Context: an optimization exercise on an open-source flow, tuned for small area, a short achievable clock period and few clock cycles per item. The choices shown serve that exercise and are no tape-out recipe. In this exercise RTL edits were held to simulation tests only and were not proved equivalent to the original.

// yrc_pix2x2
module yrc_pix2x2 (
    input  wire        clk,
    input  wire        rst,         
    input  wire        in_valid,
    output wire        in_ready,
    input  wire [31:0] in_y,        
    input  wire [7:0]  in_v,
    input  wire [7:0]  in_u,
    output reg         out_valid,
    input  wire        out_ready,
    output reg  [95:0] out_rgb,     
    output reg  [31:0] out_gray     
);
    wire adv = !out_valid || out_ready;
    reg  [1:0]  cnt;                
    reg         full;               
    reg  [47:0] f0, f1;             
    reg         s1_valid, s2_valid;
    reg  [97:0] s1;                 
    reg  [127:0] s2;                
    assign in_ready = !full;
    wire push = in_valid && !full;
    wire pop  = adv && (cnt != 2'd0);
    wire [31:0] yl_in;
    genvar k;
    generate
        for (k = 0; k < 4; k = k + 1) begin : yin
            assign yl_in[8*k +: 8] = (in_y[8*k+4 +: 4] == 4'd0) ? 8'd0
                                   : {in_y[8*k+4 +: 4] - 4'd1, in_y[8*k +: 4]};
        end
    endgenerate
    wire [47:0] blk_in = {in_u, in_v, yl_in};
    always @(posedge clk) begin
        if (rst) begin
            cnt       <= 2'd0;
            full      <= 1'b0;
            s1_valid  <= 1'b0;
            s2_valid  <= 1'b0;
            out_valid <= 1'b0;
        end else begin
            cnt  <= cnt + {1'b0, push} - {1'b0, pop};
            full <= (cnt + {1'b0, push} - {1'b0, pop}) == 2'd2;
            if (adv) begin
                s1_valid  <= cnt != 2'd0;
                s2_valid  <= s1_valid;
                out_valid <= s2_valid;
            end
        end
    end
    always @(posedge clk) begin
        if (cnt == 2'd0 || pop) f0 <= full ? f1 : blk_in;
        if (!full)              f1 <= blk_in;
    end
    wire [7:0]  h_v = f0[39:32];
    wire [7:0]  h_u = f0[47:40];
    wire [17:0] cr;
    wire [28:0] cg;
    wire [18:0] cb;
  ...
==> flow/config.mk <==
export PLATFORM = sky130hd
export DESIGN_NAME = yrc_pix2x2
export DESIGN_NICKNAME = yrc_pix2x2
export VERILOG_FILES = /design/flow/design.v
export SDC_FILE = /design/flow/constraint.sdc
export NUM_CORES = 4
export LEC_CHECK = 0
export CAP_MARGIN = 20
export CORE_MARGIN = 2
export CORE_UTILIZATION = 40
export SLEW_MARGIN = 20
==> flow/constraint.sdc <==
create_clock -name core_clock -period 22.0 [get_ports {clk}]
set_input_delay 4.4000 -clock core_clock [delete_from_list [all_inputs] [get_ports {clk}]]
set_output_delay 4.4000 -clock core_clock [all_outputs]
set_load 0.01 [all_outputs]
standard.sh (not shown) runs the stock make flow with config.mk's settings and CLKGATE_MAP_FILE= SYNTH_SCRIPT=/design/flow/synth_recipe.tcl, a recipe that flattens the netlist after the stock synthesis.
==> flow/flow/run.sh <==
#!/bin/bash
# Standard layout with three changes:
#  - between synthesis and floorplan, flow/invpush.py removes inverters around
#    full-adder cells in the synthesized netlist (a full adder is self-dual),
#    keeping every register as synthesized;
#  - the port buffers that global placement inserts are buf_2 cells;
#  - timing repair aims at 15.5 ns of setup slack (the clock stays 22 ns), so
#    that it sizes the critical paths for a shorter achieved period.
set -euo pipefail
R=orfs/results/${FLOW_PLATFORM}/yrc_pix2x2/base
bash standard.sh synth > synth.log 2>&1
cp $R/1_2_yosys.v $R/1_2_yosys_std.v
python3 flow/invpush.py $R/1_2_yosys_std.v $R/1_2_yosys.v > invpush.log 2>&1
# rebuild the synthesis database from the edited netlist, then lay it out
rm -f $R/1_synth.odb $R/1_synth.sdc
bash standard.sh finish "BUFFER_PORTS_ARGS=-buffer_cell sky130_fd_sc_hd__buf_2" SETUP_SLACK_MARGIN=15.5 > layout.log 2>&1
Other scripts of this flow, unchanged in this note and not shown: flow/flow/invpush.py
The starting point completed with no timing, DRC or antenna violations.
Testbench counts at the start, summed over its fixed seeds: cycles 8,016, items 8,000.
Next try:
--- a/flow/flow/run.sh
+++ b/flow/flow/run.sh
@@ -7 +7 @@
-#  - timing repair aims at 15.5 ns of setup slack (the clock stays 22 ns), so
+#  - timing repair aims at 16.5 ns of setup slack (the clock stays 22 ns), so
@@ -16 +16 @@
-bash standard.sh finish "BUFFER_PORTS_ARGS=-buffer_cell sky130_fd_sc_hd__buf_2" SETUP_SLACK_MARGIN=15.5 > layout.log 2>&1
+bash standard.sh finish "BUFFER_PORTS_ARGS=-buffer_cell sky130_fd_sc_hd__buf_2" SETUP_SLACK_MARGIN=16.5 > layout.log 2>&1
- The new run went through all stages and came out clean
- global-route usage goes up by 0.89 points
- routed wire length went up by 5.8%
- sequential share of layout area went down by 1.9 points
- register-to-register slack improves by 0.51 ns
- first-iteration DRC count is higher by 18%
- hold slack gets better by 0.054 ns
- final cell count went up by 4.4%
- setup slack improved by 0.55 ns
- count of clock-buffer cells in the layout grows by 1
- die area stays the same
Next try:
--- a/flow/flow/run.sh
+++ b/flow/flow/run.sh
@@ -2 +2 @@
-# Standard layout with three changes:
+# Standard layout with two changes:
@@ -6,3 +6 @@
-#  - the port buffers that global placement inserts are buf_2 cells;
-#  - timing repair aims at 16.5 ns of setup slack (the clock stays 22 ns), so
-#    that it sizes the critical paths for a shorter achieved period.
+#  - the port buffers that global placement inserts are buf_2 cells.
@@ -16 +14 @@
-bash standard.sh finish "BUFFER_PORTS_ARGS=-buffer_cell sky130_fd_sc_hd__buf_2" SETUP_SLACK_MARGIN=16.5 > layout.log 2>&1
+bash standard.sh finish "BUFFER_PORTS_ARGS=-buffer_cell sky130_fd_sc_hd__buf_2" > layout.log 2>&1
Setup slack loses 1.1 ns.
Global-route usage drops by 0.84 points.
Final area drops by 7.7%.
Non-clock buffer count drops by 256.

Another version of the RTL of yrc_pix2x2 (not shown whole).
For scale: roughly 3400 cells after synthesis, about 42000 um2 of cells after synthesis.
export LEC_CHECK = 0
export CAP_MARGIN = 20
export CORE_MARGIN = 2
export CORE_UTILIZATION = 40
export SLEW_MARGIN = 20
create_clock -name core_clock -period 22.0 [get_ports {clk}]
==> flow/flow/run.sh <==
#!/bin/bash
# Standard layout, with one extra step between synthesis and floorplan:
# flow/invpush.py removes inverters around full-adder cells in the synthesized
# netlist (a full adder is self-dual), keeping every register as synthesized.
set -euo pipefail
R=orfs/results/${FLOW_PLATFORM}/yrc_pix2x2/base
bash standard.sh synth > synth.log 2>&1
cp $R/1_2_yosys.v $R/1_2_yosys_std.v
python3 flow/invpush.py $R/1_2_yosys_std.v $R/1_2_yosys.v > invpush.log 2>&1
# rebuild the synthesis database from the edited netlist, then lay it out
rm -f $R/1_synth.odb $R/1_synth.sdc
bash standard.sh finish > layout.log 2>&1
Other scripts of this flow, unchanged in this note and not shown: flow/flow/invpush.py
The first run went through all stages and came out clean.
Testbench counts at the start, summed over its fixed seeds: cycles 8,012, items 8,000.
Rerun with:
==> flow/flow/run.sh (replaced) <==
#!/bin/bash
# Standard layout with two changes:
#  - between synthesis and floorplan, flow/invpush.py removes inverters around
#    full-adder cells in the synthesized netlist (a full adder is self-dual),
#    keeping every register as synthesized;
#  - the port buffers that global placement inserts are buf_2 cells.
set -euo pipefail
R=orfs/results/${FLOW_PLATFORM}/yrc_pix2x2/base
bash standard.sh synth > synth.log 2>&1
cp $R/1_2_yosys.v $R/1_2_yosys_std.v
python3 flow/invpush.py $R/1_2_yosys_std.v $R/1_2_yosys.v > invpush.log 2>&1
# rebuild the synthesis database from the edited netlist, then lay it out
rm -f $R/1_synth.odb $R/1_synth.sdc
bash standard.sh finish "BUFFER_PORTS_ARGS=-buffer_cell sky130_fd_sc_hd__buf_2" > layout.log 2>&1
The changed run ran to the end with no violations.
Final area shrinks by 2.1%.
Global-route usage shrinks by 0.18 points.
Routed wire length shrinks by 0.35%.
Synthesized cell count stays the same.
Synthesized area is unchanged.
Setup slack gains 0.11 ns.
Register-to-register slack gains 0.11 ns.

## static timing again, ports no longer ideal
In the flow no input, the clock included, has a driving cell. The finished layouts below were timed again as built, in two steps.
Step 1 sets driving cells, clkbuf_16 on the clock port and buf_2 on the other inputs (assumed; they add their load-dependent delay and slew).
Step 2 times the ports against the registers' clock, not the clock port: input delays grow and output delays shrink by t, the midpoint of the rising clock arrivals with the driver on.
Three values: ideal, step 1, step 2; two values: the first two.
run	t, ns	slack for setup (ns)	worst register clock-pin slew, ns	worst slew at a driven data input, ns
the first run of note 1	0.704	15.749 / 15.790 / 15.086	0.08 / 0.08	0.06
the second run of note 1	0.710	16.302 / 16.243 / 15.938	0.07 / 0.07	0.07
the third run of note 1	0.716	15.185 / 15.116 / 15.305	0.07 / 0.07	0.06
the first run of note 2	0.684	14.331 / 14.331 / 14.331	0.07 / 0.07	0.05
the second run of note 2	0.683	14.445 / 14.445 / 14.445	0.07 / 0.07	0.05
After both steps setup and hold are still met in every run listed. For the first run of note 1, which loses most, drivers alone change the setup slack by +0.041 ns; drivers and shift together by -0.663 ns.
